What follows belongs to an exercise in optimizing a design on an open flow for small area, a short achievable clock period and few clock cycles; a production flow would make more cautious choices.
Only simulation tests tie the RTL to the original design; equivalence was not proved.

==> inputs of job 3110 <==
==> flow/design.v <==
module msg_codec #(
    parameter integer MSM     = 64,         
    parameter integer KEY_LEN = 1,          
    parameter [8*KEY_LEN-1:0] KEY = 8'h5A   
) (
    input  wire       clk,
    input  wire       rst,
    input  wire       wr_en,
    input  wire [6:0] addr,
    input  wire [7:0] wdata,
    output wire [7:0] rdata,
    input  wire       cmd_valid,
    input  wire       cmd_op,
    input  wire [7:0] cmd_len,
    output wire       cmd_ready,
    output reg        done,
    output reg        ok,
    output reg  [3:0] cerr,
    output reg  [7:0] result
);
    localparam integer BUF_CAP = 65;
    localparam [7:0]   KEYB    = KEY[7:0];
    localparam [3:0] CERR_NONE  = 4'd0;
    localparam [3:0] CERR_RANGE = 4'd2;
    localparam [3:0] CERR_CODEC = 4'd6;
    localparam [3:0] CERR_CRC   = 4'd7;
    localparam [2:0] S_IDLE   = 3'd0;
    localparam [2:0] S_WALK   = 3'd1;   
    localparam [2:0] S_REPLAY = 3'd2;   
    localparam [2:0] S_EXEC   = 3'd3;   
    localparam [2:0] S_FIN    = 3'd4;   
    localparam [2:0] S_DFL    = 3'd5;   
    function [7:0] add255(input [7:0] a, input [7:0] b);
        reg [8:0] t0, t1;
        begin
            t0 = {1'b0, a} + {1'b0, b};
            t1 = {1'b0, a} + {1'b0, b} + 9'd1;
            add255 = t1[8] ? t1[7:0] : t0[7:0];
        end
    endfunction
    function [7:0] add255_3(input [7:0] a, input [7:0] b, input [7:0] c);
        reg [7:0] sm, cy;
        begin
            sm = a ^ b ^ c;
            cy = (a & b) | (a & c) | (b & c);
            add255_3 = add255(sm, {cy[6:0], cy[7]});
        end
    endfunction
    reg [7:0]  buffer [0:BUF_CAP-1];
    reg [64:0] mask;           
    reg [2:0] state;
    reg       op_r;
    reg [6:0] len_r;
    reg [6:0] q;               
    reg       wv;              
    reg [6:0] wq;              
    reg       tvalid;
    reg       tmode;           
    reg [6:0] tend;
    reg [7:0] s1, s2;
    reg [6:0] dcnt;            
    reg       dbad;            
    reg [6:0] lcp;             
    wire idle   = (state == S_IDLE);
    wire rotate = (state == S_REPLAY);
    assign cmd_ready = idle;
    reg [64:0] rsel;
    reg [7:0]  rd_or;
    integer r;
    always @(*) begin
        for (r = 0; r < 64; r = r + 1)
            rsel[r] = ~addr[6] & (addr[5:0] == r);
        rsel[64] = addr[6];
        rd_or = 8'd0;
        for (r = 0; r < BUF_CAP; r = r + 1)
            rd_or = rd_or | ({8{rsel[r]}} & buffer[r]);
    end
    assign rdata = rd_or;
    wire       hw    = idle & wr_en & (addr < BUF_CAP);
    wire       rp_ev = rotate & (wq < len_r) & (op_r | (wq >= 7'd2));
    wire       ev    = hw | rp_ev;
    wire [6:0] ea    = idle ? addr : wq;
    wire [7:0] ex    = idle ? wdata : buffer[0];
    wire       t_ext   = ev & tvalid & (ea == tend) & (ea != 7'd0);
    wire       t_rst_d = ev & (ea == 7'd0);
    wire       t_rst_e = ev & (ea == 7'd2) & ~(t_ext & tmode);
    wire       t_brk   = ev & (ea < tend);
    wire       is_code = (ea == 7'd0) | (dcnt == 7'd0);
    wire       t_acc   = t_ext & (~tmode | ((ea >= 7'd3) & ~dbad));
    wire [7:0] t_x     = (tmode & (dcnt == 7'd0)) ? 8'd0 : ex;
    wire [7:0] s1x     = add255(s1, t_x);
    wire [7:0] s2x     = add255_3(s2, s1, t_x);
    wire [7:0] s1r     = add255(KEYB, ex);
    wire [7:0] s2r     = add255(add255(KEYB, KEYB), ex);
    reg [64:0] sv, pre, oh;
    reg [6:0]  pidx;
    reg        pfound;
    integer j, k;
    always @(*) begin
        for (j = 0; j < BUF_CAP; j = j + 1)
            sv[j] = (buffer[j] == 8'd0) & (j > q) & (j <= tend);
        pre[0] = 1'b0;
        for (j = 1; j < BUF_CAP; j = j + 1)
            pre[j] = pre[j-1] | sv[j-1];
        for (j = 0; j < BUF_CAP; j = j + 1)
            oh[j] = sv[j] & ~pre[j];
        pfound = |sv;
        for (k = 0; k < 7; k = k + 1) begin
            pidx[k] = 1'b0;
            for (j = 0; j < BUF_CAP; j = j + 1)
                if ((j >> k) & 1) pidx[k] = pidx[k] | oh[j];
        end
    end
    wire acc    = idle & cmd_valid;
    wire acc_e  = acc & ~cmd_op;
    wire acc_d  = acc & cmd_op;
    wire e_rng  = (cmd_len < 8'd3) | (cmd_len > 8'd64);
    wire d_rng  = (cmd_len > 8'd65);
    wire d_zero = (cmd_len == 8'd0);
    wire t_hit  = tvalid & (cmd_len == {1'b0, tend});
    wire exec_e = (acc_e & ~e_rng & t_hit & ~tmode) | ((state == S_EXEC) & ~op_r);
    wire exec_d = (acc_d & ~d_rng & ~d_zero & t_hit & tmode) | ((state == S_EXEC) & op_r);
    wire to_rp  = (acc_e & ~e_rng & ~(t_hit & ~tmode)) |
                  (acc_d & ~d_rng & ~d_zero & ~(t_hit & tmode));
    wire       s1z = (s1 == 8'd0);
    wire       s2z = (s2 == 8'd0);
    wire [6:0] tend1 = tend + 7'd1;
    wire [6:0] code0 = s1z ? 7'd1 : s2z ? 7'd2 : dbad ? lcp + 7'd1 : tend1;
    wire       e_nozero = ~s1z & ~s2z & ~dbad;
    wire [6:0] qn = pfound ? pidx : tend1;
    wire       d_succ  = ~dbad & (dcnt == 7'd0);
    wire [6:0] d_w     = tend - 7'd1;
    wire       dshift  = (exec_d & d_succ) | (state == S_DFL);
    wire [7:0] c0      = mask[1] ? 8'd0 : buffer[1];
    wire [7:0] c1      = mask[2] ? 8'd0 : buffer[2];
    wire       d_match = (c0 == s1) & (c1 == s2);
    wire       wp_en = hw | wv;
    wire [6:0] wp_a  = ea;
    wire [7:0] wp_d  = idle ? wdata : {1'b0, q - wq};
    reg [7:0] bnext [0:BUF_CAP-1];
    reg [7:0] rsrc, lsrc;
    reg       sp, sl, sld, sr, sh;
    always @(*) begin
        for (j = 0; j < BUF_CAP; j = j + 1) begin
            sp  = wp_en & (wp_a == j);
            sl  = rotate | (dshift & (j + 2 <= tend));
            sld = rotate | (dshift & (j + 2 <= tend) & ~mask[(j+1) % BUF_CAP]);
            sr  = exec_e & (j <= tend);
            sh  = ~(sp | sl | sr);
            lsrc = buffer[(j+1) % BUF_CAP];
            if (j == 0)
                rsrc = {1'b0, code0};
            else if (j == 1)
                rsrc = s1;
            else if (j == 2)
                rsrc = s2;
            else
                rsrc = buffer[j-1];
            bnext[j] = ({8{sh}} & buffer[j]) | ({8{sp}} & wp_d) |
                       ({8{sld}} & lsrc) | ({8{sr}} & rsrc);
        end
    end
    always @(posedge clk) begin
        for (j = 0; j < BUF_CAP; j = j + 1)
            buffer[j] <= bnext[j];
        for (j = 0; j < BUF_CAP; j = j + 1)
            if (ev && ea == j)
                mask[j] <= is_code;
    end
    always @(posedge clk) begin
        done <= 1'b0;
        if (rst) begin
            state  <= S_IDLE;
            q      <= 7'd1;
            wv     <= 1'b0;
            tvalid <= 1'b0;
            ok     <= 1'b0;
            cerr   <= CERR_NONE;
            result <= 8'd0;
        end else begin
            if (t_rst_d) begin
                tvalid <= 1'b1;
                tmode  <= 1'b1;
                tend   <= 7'd1;
                dcnt   <= ex[7] ? 7'h7F : ex[6:0] - 7'd1;
                dbad   <= (ex == 8'd0);
                lcp    <= 7'd0;
                s1     <= KEYB;
                s2     <= KEYB;
            end else if (t_rst_e) begin
                tvalid <= 1'b1;
                tmode  <= 1'b0;
                tend   <= 7'd3;
                s1     <= s1r;
                s2     <= s2r;
                dbad   <= (ex == 8'd0);
                lcp    <= 7'd2;
            end else if (t_ext) begin
                tend <= tend + 7'd1;
                if (t_acc) begin
                    s1 <= s1x;
                    s2 <= s2x;
                end
                if (!tmode && !dbad && ex == 8'd0) begin
                    dbad <= 1'b1;
                    lcp  <= ea;
                end
                if (tmode && !dbad) begin
                    if (is_code) begin
                        lcp  <= ea;
                        dbad <= (ex == 8'd0);
                        dcnt <= ex[7] ? 7'h7F : ex[6:0] - 7'd1;
                    end else begin
                        dcnt <= dcnt - 7'd1;
                    end
                end
            end else if (t_brk) begin
                tvalid <= 1'b0;
            end
            case (state)
            S_IDLE, S_EXEC: begin
                if (acc_e & e_rng) begin
                    done   <= 1'b1;
                    ok     <= 1'b0;
                    cerr   <= CERR_RANGE;
                    result <= 8'd0;
                end
                if (acc_d & d_rng) begin
                    done   <= 1'b1;
                    ok     <= 1'b0;
                    cerr   <= CERR_RANGE;
                    result <= 8'd0;
                end
                if (acc_d & ~d_rng & d_zero) begin
                    done   <= 1'b1;
                    ok     <= 1'b0;
                    cerr   <= CERR_CODEC;
                    result <= 8'd0;
                end
                if (to_rp) begin
                    state <= S_REPLAY;
                    op_r  <= cmd_op;
                    len_r <= cmd_len[6:0];
                    wq    <= 7'd0;
                    tvalid <= 1'b0;
                end
                if (exec_d) begin
                    tvalid <= 1'b0;
                    state  <= S_IDLE;
                    done   <= 1'b1;
                    if (!d_succ) begin
                        tend  <= lcp + 7'd1;
                        state <= S_DFL;
                        done  <= 1'b0;
                    end else if (d_w < 7'd3) begin
                        ok     <= 1'b0;
                        cerr   <= CERR_CODEC;
                        result <= 8'd0;
                    end else begin
                        ok     <= d_match;
                        cerr   <= d_match ? CERR_NONE : CERR_CRC;
                        result <= {1'b0, d_w};
                    end
                end
                if (exec_e) begin
                    tvalid <= 1'b0;
                    ok     <= 1'b1;
                    cerr   <= CERR_NONE;
                    result <= {1'b0, tend} + 8'd1;
                    if (e_nozero) begin
                        done  <= 1'b1;
                        state <= S_IDLE;
                    end else begin
                        q     <= code0;
                        state <= S_WALK;
                    end
                end
            end
            S_WALK: begin
                q  <= qn;
                wv <= 1'b1;
                wq <= q;
                if (!pfound)
                    state <= S_FIN;
            end
            S_DFL: begin
                done   <= 1'b1;
                ok     <= 1'b0;
                cerr   <= CERR_CODEC;
                result <= 8'd0;
                state  <= S_IDLE;
            end
            S_FIN: begin
                q     <= 7'd1;
                wv    <= 1'b0;
                done  <= 1'b1;
                state <= S_IDLE;
            end
            S_REPLAY: begin
                wq <= wq + 7'd1;
                if (wq == 7'd64)
                    state <= S_EXEC;
            end
            default: state <= S_IDLE;
            endcase
        end
    end
endmodule
==> flow/run.sh <==
#!/bin/bash
# synth_recipe.tcl (not shown) runs the flow's synth.tcl, then flattens the netlist and writes it again
# the make line also repeats each setting of config.mk as NAME=value (left out here)
make -C /OpenROAD-flow-scripts/flow DESIGN_CONFIG=/design/flow/config.mk WORK_HOME=/design/flow/orfs CLKGATE_MAP_FILE= SYNTH_SCRIPT=/design/flow/synth_recipe.tcl finish
==> flow/config.mk <==
export PLATFORM = sky130hd
export DESIGN_NAME = msg_codec
export DESIGN_NICKNAME = msg_codec
export VERILOG_FILES = /design/flow/design.v
export SDC_FILE = /design/flow/constraint.sdc
export NUM_CORES = 4
export LEC_CHECK = 0
export CAP_MARGIN = 20
export CORE_MARGIN = 2
export CORE_UTILIZATION = 25
export CTS_CLUSTER_DIAMETER = 80
export CTS_CLUSTER_SIZE = 30
export PLACE_DENSITY = 0.35
export SETUP_SLACK_MARGIN = 3.5
export SLEW_MARGIN = 20
==> flow/constraint.sdc <==
create_clock -name core_clock -period 10.0 [get_ports {clk}]
set_input_delay 2.0000 -clock core_clock [delete_from_list [all_inputs] [get_ports {clk}]]
set_output_delay 2.0000 -clock core_clock [all_outputs]
set_load 0.01 [all_outputs]
==> job 6448: changes against job 3110 <==
--- a/flow/design.v
+++ b/flow/design.v
@@ -55,4 +55,5 @@
     reg       wv;              
     reg [6:0] wq;              
+    reg [7:0] wc;              
     reg       tvalid;
     reg       tmode;           
@@ -137,5 +138,5 @@
     wire       wp_en = hw | wv;
     wire [6:0] wp_a  = ea;
-    wire [7:0] wp_d  = idle ? wdata : {1'b0, q - wq};
+    wire [7:0] wp_d  = idle ? wdata : wc;
     reg [7:0] bnext [0:BUF_CAP-1];
     reg [7:0] rsrc, lsrc;
@@ -281,4 +282,5 @@
                 wv <= 1'b1;
                 wq <= q;
+                wc <= {1'b0, qn - q};
                 if (!pfound)
                     state <= S_FIN;
--- a/flow/config.mk
+++ b/flow/config.mk
@@ -8,8 +8,8 @@
 export CAP_MARGIN = 20
 export CORE_MARGIN = 2
-export CORE_UTILIZATION = 25
+export CORE_UTILIZATION = 35
 export CTS_CLUSTER_DIAMETER = 80
 export CTS_CLUSTER_SIZE = 30
-export PLACE_DENSITY = 0.35
+export PLACE_DENSITY = 0.5
 export SETUP_SLACK_MARGIN = 3.5
 export SLEW_MARGIN = 20
==> job 4634: changes against job 3110 <==
--- a/flow/design.v
+++ b/flow/design.v
@@ -55,4 +55,5 @@
     reg       wv;              
     reg [6:0] wq;              
+    reg [7:0] wc;              
     reg       tvalid;
     reg       tmode;           
@@ -137,5 +138,5 @@
     wire       wp_en = hw | wv;
     wire [6:0] wp_a  = ea;
-    wire [7:0] wp_d  = idle ? wdata : {1'b0, q - wq};
+    wire [7:0] wp_d  = idle ? wdata : wc;
     reg [7:0] bnext [0:BUF_CAP-1];
     reg [7:0] rsrc, lsrc;
@@ -281,4 +282,5 @@
                 wv <= 1'b1;
                 wq <= q;
+                wc <= {1'b0, qn - q};
                 if (!pfound)
                     state <= S_FIN;
--- a/flow/config.mk
+++ b/flow/config.mk
@@ -12,4 +12,4 @@
 export CTS_CLUSTER_SIZE = 30
 export PLACE_DENSITY = 0.35
-export SETUP_SLACK_MARGIN = 3.5
+export SETUP_SLACK_MARGIN = 3.6
 export SLEW_MARGIN = 20
==> job 5310: changes against job 3110 <==
==> flow/design.v, changed modules only <==
module msg_codec #(
    parameter integer MSM     = 64,         
    parameter integer KEY_LEN = 1,          
    parameter [8*KEY_LEN-1:0] KEY = 8'h5A   
) (
    input  wire       clk,
    input  wire       rst,
    input  wire       wr_en,
    input  wire [6:0] addr,
    input  wire [7:0] wdata,
    output wire [7:0] rdata,
    input  wire       cmd_valid,
    input  wire       cmd_op,
    input  wire [7:0] cmd_len,
    output wire       cmd_ready,
    output reg        done,
    output reg        ok,
    output reg  [3:0] cerr,
    output reg  [7:0] result
);
    localparam integer BUF_CAP = 65;
    localparam [7:0]   KEYB    = KEY[7:0];
    localparam [3:0] CERR_NONE  = 4'd0;
    localparam [3:0] CERR_RANGE = 4'd2;
    localparam [3:0] CERR_CODEC = 4'd6;
    localparam [3:0] CERR_CRC   = 4'd7;
    localparam [2:0] S_IDLE   = 3'd0;
    localparam [2:0] S_WALK   = 3'd1;   
    localparam [2:0] S_REPLAY = 3'd2;   
    localparam [2:0] S_EXEC   = 3'd3;   
    localparam [2:0] S_FIN    = 3'd4;   
    function [7:0] add255(input [7:0] a, input [7:0] b);
        reg [8:0] t0, t1;
        begin
            t0 = {1'b0, a} + {1'b0, b};
            t1 = {1'b0, a} + {1'b0, b} + 9'd1;
            add255 = t1[8] ? t1[7:0] : t0[7:0];
        end
    endfunction
    function [7:0] add255_3(input [7:0] a, input [7:0] b, input [7:0] c);
        reg [7:0] sm, cy;
        begin
            sm = a ^ b ^ c;
            cy = (a & b) | (a & c) | (b & c);
            add255_3 = add255(sm, {cy[6:0], cy[7]});
        end
    endfunction
    reg [7:0]  buffer [0:BUF_CAP-1];
    reg [64:0] mask;           
    reg [2:0] state;
    reg       op_r;
    reg [6:0] len_r;
    reg [6:0] q;               
    reg       wv;              
    reg [6:0] wq;              
    reg [7:0] wc;              
    reg       tvalid;
    reg       tmode;           
    reg [6:0] tend;
    reg [7:0] s1, s2;
    reg [7:0] dcnt;            
    reg       dbad;            
    reg [6:0] lcp;             
    wire idle   = (state == S_IDLE);
    wire rotate = (state == S_REPLAY);
    assign cmd_ready = idle;
    reg [64:0] rsel;
    reg [7:0]  rd_or;
    integer r;
    always @(*) begin
        for (r = 0; r < 64; r = r + 1)
            rsel[r] = ~addr[6] & (addr[5:0] == r);
        rsel[64] = addr[6];
        rd_or = 8'd0;
        for (r = 0; r < BUF_CAP; r = r + 1)
            rd_or = rd_or | ({8{rsel[r]}} & buffer[r]);
    end
    assign rdata = rd_or;
    wire       hw    = idle & wr_en & (addr < BUF_CAP);
    wire       rp_ev = rotate & (wq < len_r) & (op_r | (wq >= 7'd2));
    wire       ev    = hw | rp_ev;
    wire [6:0] ea    = idle ? addr : wq;
    wire [7:0] ex    = idle ? wdata : buffer[0];
    wire       t_ext   = ev & tvalid & (ea == tend) & (ea != 7'd0);
    wire       t_rst_d = ev & (ea == 7'd0);
    wire       t_rst_e = ev & (ea == 7'd2) & ~(t_ext & tmode);
    wire       t_brk   = ev & (ea < tend);
    wire       is_code = (ea == 7'd0) | (dcnt == 8'd0);
    wire       t_acc   = t_ext & (~tmode | ((ea >= 7'd3) & ~dbad));
    wire [7:0] t_x     = (tmode & (dcnt == 8'd0)) ? 8'd0 : ex;
    wire [7:0] s1x     = add255(s1, t_x);
    wire [7:0] s2x     = add255_3(s2, s1, t_x);
    wire [7:0] s1r     = add255(KEYB, ex);
    wire [7:0] s2r     = add255(add255(KEYB, KEYB), ex);
    reg [64:0] sv, pre, oh;
    reg [6:0]  pidx;
    reg        pfound;
    integer j, k;
    always @(*) begin
        for (j = 0; j < BUF_CAP; j = j + 1)
            sv[j] = (buffer[j] == 8'd0) & (j > q) & (j <= tend);
        pre[0] = 1'b0;
        for (j = 1; j < BUF_CAP; j = j + 1)
            pre[j] = pre[j-1] | sv[j-1];
        for (j = 0; j < BUF_CAP; j = j + 1)
            oh[j] = sv[j] & ~pre[j];
        pfound = |sv;
        for (k = 0; k < 7; k = k + 1) begin
            pidx[k] = 1'b0;
            for (j = 0; j < BUF_CAP; j = j + 1)
                if ((j >> k) & 1) pidx[k] = pidx[k] | oh[j];
        end
    end
    wire acc    = idle & cmd_valid;
    wire acc_e  = acc & ~cmd_op;
    wire acc_d  = acc & cmd_op;
    wire e_rng  = (cmd_len < 8'd3) | (cmd_len > 8'd64);
    wire d_rng  = (cmd_len > 8'd65);
    wire d_zero = (cmd_len == 8'd0);
    wire t_hit  = tvalid & (cmd_len == {1'b0, tend});
    wire exec_e = (acc_e & ~e_rng & t_hit & ~tmode) | ((state == S_EXEC) & ~op_r);
    wire exec_d = (acc_d & ~d_rng & ~d_zero & t_hit & tmode) | ((state == S_EXEC) & op_r);
    wire to_rp  = (acc_e & ~e_rng & ~(t_hit & ~tmode)) |
                  (acc_d & ~d_rng & ~d_zero & ~(t_hit & tmode));
    wire       s1z = (s1 == 8'd0);
    wire       s2z = (s2 == 8'd0);
    wire [6:0] tend1 = tend + 7'd1;
    wire [6:0] fz1 = pfound ? pidx + 7'd1 : tend1;
    wire [6:0] code0 = s1z ? 7'd1 : s2z ? 7'd2 : fz1;
    wire       e_nozero = ~s1z & ~s2z & (fz1 == tend1);
    wire [6:0] qn = pfound ? pidx : tend1;
    wire       d_succ  = ~dbad & (dcnt == 8'd0);
    wire [6:0] d_w     = tend - 7'd1;
    wire [6:0] d_limit = d_succ ? d_w : lcp;
    wire [7:0] c0      = mask[1] ? 8'd0 : buffer[1];
    wire [7:0] c1      = mask[2] ? 8'd0 : buffer[2];
    wire       d_match = (c0 == s1) & (c1 == s2);
    wire       wp_en = hw | wv;
    wire [6:0] wp_a  = ea;
    wire [7:0] wp_d  = idle ? wdata : wc;
    reg [7:0] bnext [0:BUF_CAP-1];
    reg [7:0] rsrc, lsrc;
    reg       sp, sl, sld, sr, sh;
    always @(*) begin
        for (j = 0; j < BUF_CAP; j = j + 1) begin
            sp  = wp_en & (wp_a == j);
            sl  = rotate | (exec_d & (j < d_limit));
            sld = rotate | (exec_d & (j < d_limit) & ~mask[(j+1) % BUF_CAP]);
            sr  = exec_e & (j <= tend);
            sh  = ~(sp | sl | sr);
            lsrc = buffer[(j+1) % BUF_CAP];
            if (j == 0)
                rsrc = {1'b0, code0};
            else if (j == 1)
                rsrc = s1;
            else if (j == 2)
                rsrc = s2;
            else
                rsrc = buffer[j-1];
            bnext[j] = ({8{sh}} & buffer[j]) | ({8{sp}} & wp_d) |
                       ({8{sld}} & lsrc) | ({8{sr}} & rsrc);
        end
    end
    always @(posedge clk) begin
        for (j = 0; j < BUF_CAP; j = j + 1)
            buffer[j] <= bnext[j];
        for (j = 0; j < BUF_CAP; j = j + 1)
            if (ev && ea == j)
                mask[j] <= is_code;
    end
    always @(posedge clk) begin
        done <= 1'b0;
        if (rst) begin
            state  <= S_IDLE;
            q      <= 7'd1;
            wv     <= 1'b0;
            tvalid <= 1'b0;
            ok     <= 1'b0;
            cerr   <= CERR_NONE;
            result <= 8'd0;
        end else begin
            if (t_rst_d) begin
                tvalid <= 1'b1;
                tmode  <= 1'b1;
                tend   <= 7'd1;
                dcnt   <= ex - 8'd1;
                dbad   <= (ex == 8'd0);
                lcp    <= 7'd0;
                s1     <= KEYB;
                s2     <= KEYB;
            end else if (t_rst_e) begin
                tvalid <= 1'b1;
                tmode  <= 1'b0;
                tend   <= 7'd3;
                s1     <= s1r;
                s2     <= s2r;
            end else if (t_ext) begin
                tend <= tend + 7'd1;
                if (t_acc) begin
                    s1 <= s1x;
                    s2 <= s2x;
                end
                if (tmode && !dbad) begin
                    if (is_code) begin
                        lcp  <= ea;
                        dbad <= (ex == 8'd0);
                        dcnt <= ex - 8'd1;
                    end else begin
                        dcnt <= dcnt - 8'd1;
                    end
                end
            end else if (t_brk) begin
                tvalid <= 1'b0;
            end
            case (state)
            S_IDLE, S_EXEC: begin
                if (acc_e & e_rng) begin
                    done   <= 1'b1;
                    ok     <= 1'b0;
                    cerr   <= CERR_RANGE;
                    result <= 8'd0;
                end
                if (acc_d & d_rng) begin
                    done   <= 1'b1;
                    ok     <= 1'b0;
                    cerr   <= CERR_RANGE;
                    result <= 8'd0;
                end
                if (acc_d & ~d_rng & d_zero) begin
                    done   <= 1'b1;
                    ok     <= 1'b0;
                    cerr   <= CERR_CODEC;
                    result <= 8'd0;
                end
                if (to_rp) begin
                    state <= S_REPLAY;
                    op_r  <= cmd_op;
                    len_r <= cmd_len[6:0];
                    wq    <= 7'd0;
                    tvalid <= 1'b0;
                end
                if (exec_d) begin
                    tvalid <= 1'b0;
                    state  <= S_IDLE;
                    done   <= 1'b1;
                    if (!d_succ || d_w < 7'd3) begin
                        ok     <= 1'b0;
                        cerr   <= CERR_CODEC;
                        result <= 8'd0;
                    end else begin
                        ok     <= d_match;
                        cerr   <= d_match ? CERR_NONE : CERR_CRC;
                        result <= {1'b0, d_w};
                    end
                end
                if (exec_e) begin
                    tvalid <= 1'b0;
                    ok     <= 1'b1;
                    cerr   <= CERR_NONE;
                    result <= {1'b0, tend} + 8'd1;
                    if (e_nozero) begin
                        done  <= 1'b1;
                        state <= S_IDLE;
                    end else begin
                        q     <= code0;
                        state <= S_WALK;
                    end
                end
            end
            S_WALK: begin
                q  <= qn;
                wv <= 1'b1;
                wq <= q;
                wc <= {1'b0, qn - q};
                if (!pfound)
                    state <= S_FIN;
            end
            S_FIN: begin
                q     <= 7'd1;
                wv    <= 1'b0;
                done  <= 1'b1;
                state <= S_IDLE;
            end
            S_REPLAY: begin
                wq <= wq + 7'd1;
                if (wq == 7'd64)
                    state <= S_EXEC;
            end
            default: state <= S_IDLE;
            endcase
        end
    end
endmodule
--- a/flow/config.mk
+++ b/flow/config.mk
@@ -6,10 +6,9 @@
 export NUM_CORES = 4
 export LEC_CHECK = 0
+export ABC_CLOCK_PERIOD_IN_PS = 5000
 export CAP_MARGIN = 20
 export CORE_MARGIN = 2
 export CORE_UTILIZATION = 25
-export CTS_CLUSTER_DIAMETER = 80
-export CTS_CLUSTER_SIZE = 30
 export PLACE_DENSITY = 0.35
-export SETUP_SLACK_MARGIN = 3.5
+export SETUP_SLACK_MARGIN = 3.6
 export SLEW_MARGIN = 20
==> flow_metrics.tcl <==
set metrics [dict create \
    status "complete, no violations" \
    pwr_density_cell_mw_per_mm2 241 \
    whs_path_depth 2 \
    worst_ir_drop_vdd_mv 0.179 \
    holdCritStartpoint "cerr[3]" \
    post-place-cells 6858 \
    place.gp.congestion 1.06 \
]
Source of the figures above: job 3110

==> flow_metrics.tcl <==
set metrics [dict create \
    worst_ir_drop_vdd_mv 0.183 \
    whs_path_depth 1 \
    postSynth.asyncResetShare_pct 0 \
    synth.most_common_cell "sky130_fd_sc_hd__nand2_1" \
    place.gp.congestion 1.11 \
    dpl_worst_slack_ns 1.33 \
    timing.final.crit_period_ns 6.56 \
    pwr_density_cell_mw_per_mm2 243 \
    holdCritStartpoint "cerr[1]" \
    synth-compound-area-share_pct 28.1 \
    status "complete, no violations" \
    layout.sequential_cells 672 \
    post-place-cells 6963 \
    finalWorstSetupSlack_ns 3.44 \
]
Source of the figures above: job 4634

==> flow_metrics.tcl <==
set metrics [dict create \
    top_signal_layer_used "met5" \
    final_cell_mix "1,202 x sky130_fd_sc_hd__nand2_1, 543 x sky130_fd_sc_hd__dfxtp_1, 530 x sky130_fd_sc_hd__a222oi_1" \
    pwr_density_cell_mw_per_mm2 238 \
    worst_ir_drop_vdd_mv 0.140 \
    place.gp.congestion 1.10 \
    status "complete, no violations" \
    die_x_um 401 \
]
Source of the figures above: job 5310

==> flow_metrics.tcl <==
set metrics [dict create \
    critical_path.endpoint_type "output port" \
    dp_hpwl_mm 234 \
    synth-edff-count 126 \
    pwr_density_cell_mw_per_mm2 240 \
    crit_type "primary input to output port" \
    status "complete, no violations" \
    timing.final.crit_share_pct 65.6 \
    post-place-cells 6281 \
]
Source of the figures above: job 6448

Testbench counts of job 3110, summed over its fixed seeds: cycles 28,152.
Testbench counts of job 6448, summed over its fixed seeds: cycles 28,152.
Testbench counts of job 4634, summed over its fixed seeds: cycles 28,152.
Testbench counts of job 5310, summed over its fixed seeds: cycles 28,152.

## what the ideal ports hide
Ports are ideal in the flow. The routed layouts listed here were re-timed in OpenROAD. Step 1, drivers: a clkbuf_16 drives clk and a buf_2 each remaining input, both assumed. Step 2 adds t to the input delays and takes it off the output delays; t is the mean of the earliest and latest rising clock arrival at the registers after step 1. Input paths then give back, and output paths get back, about the clock's delay inside the block. Three values: no drivers, after step 1, after step 2; two values: the first two.
| run | t (ns) | setup WS [ns] | hold slack, ns | worst setup path after step 2 | worst slew at a driven data input, ns |
|---|---|---|---|---|---|
| job 3110 | 0.822 | 3.385 / 3.235 / 2.923 | 0.449 / 0.449 / 0.449 | input to register | 0.16 |
| job 6448 | 0.802 | 3.440 / 3.418 / 3.091 | 0.468 / 0.468 / 0.468 | input to register | 0.04 |
| job 4634 | 0.823 | 3.435 / 3.365 / 3.149 | 0.466 / 0.466 / 0.466 | input to register | 0.08 |
| job 5310 | 0.822 | 3.342 / 3.258 / 3.080 | 0.461 / 0.461 / 0.461 | input to register | 0.09 |
After both steps setup and hold are still met in every run listed. The setup slack of job 3110, which loses most, moves by -0.150 ns with the drivers and by -0.462 ns with both steps.
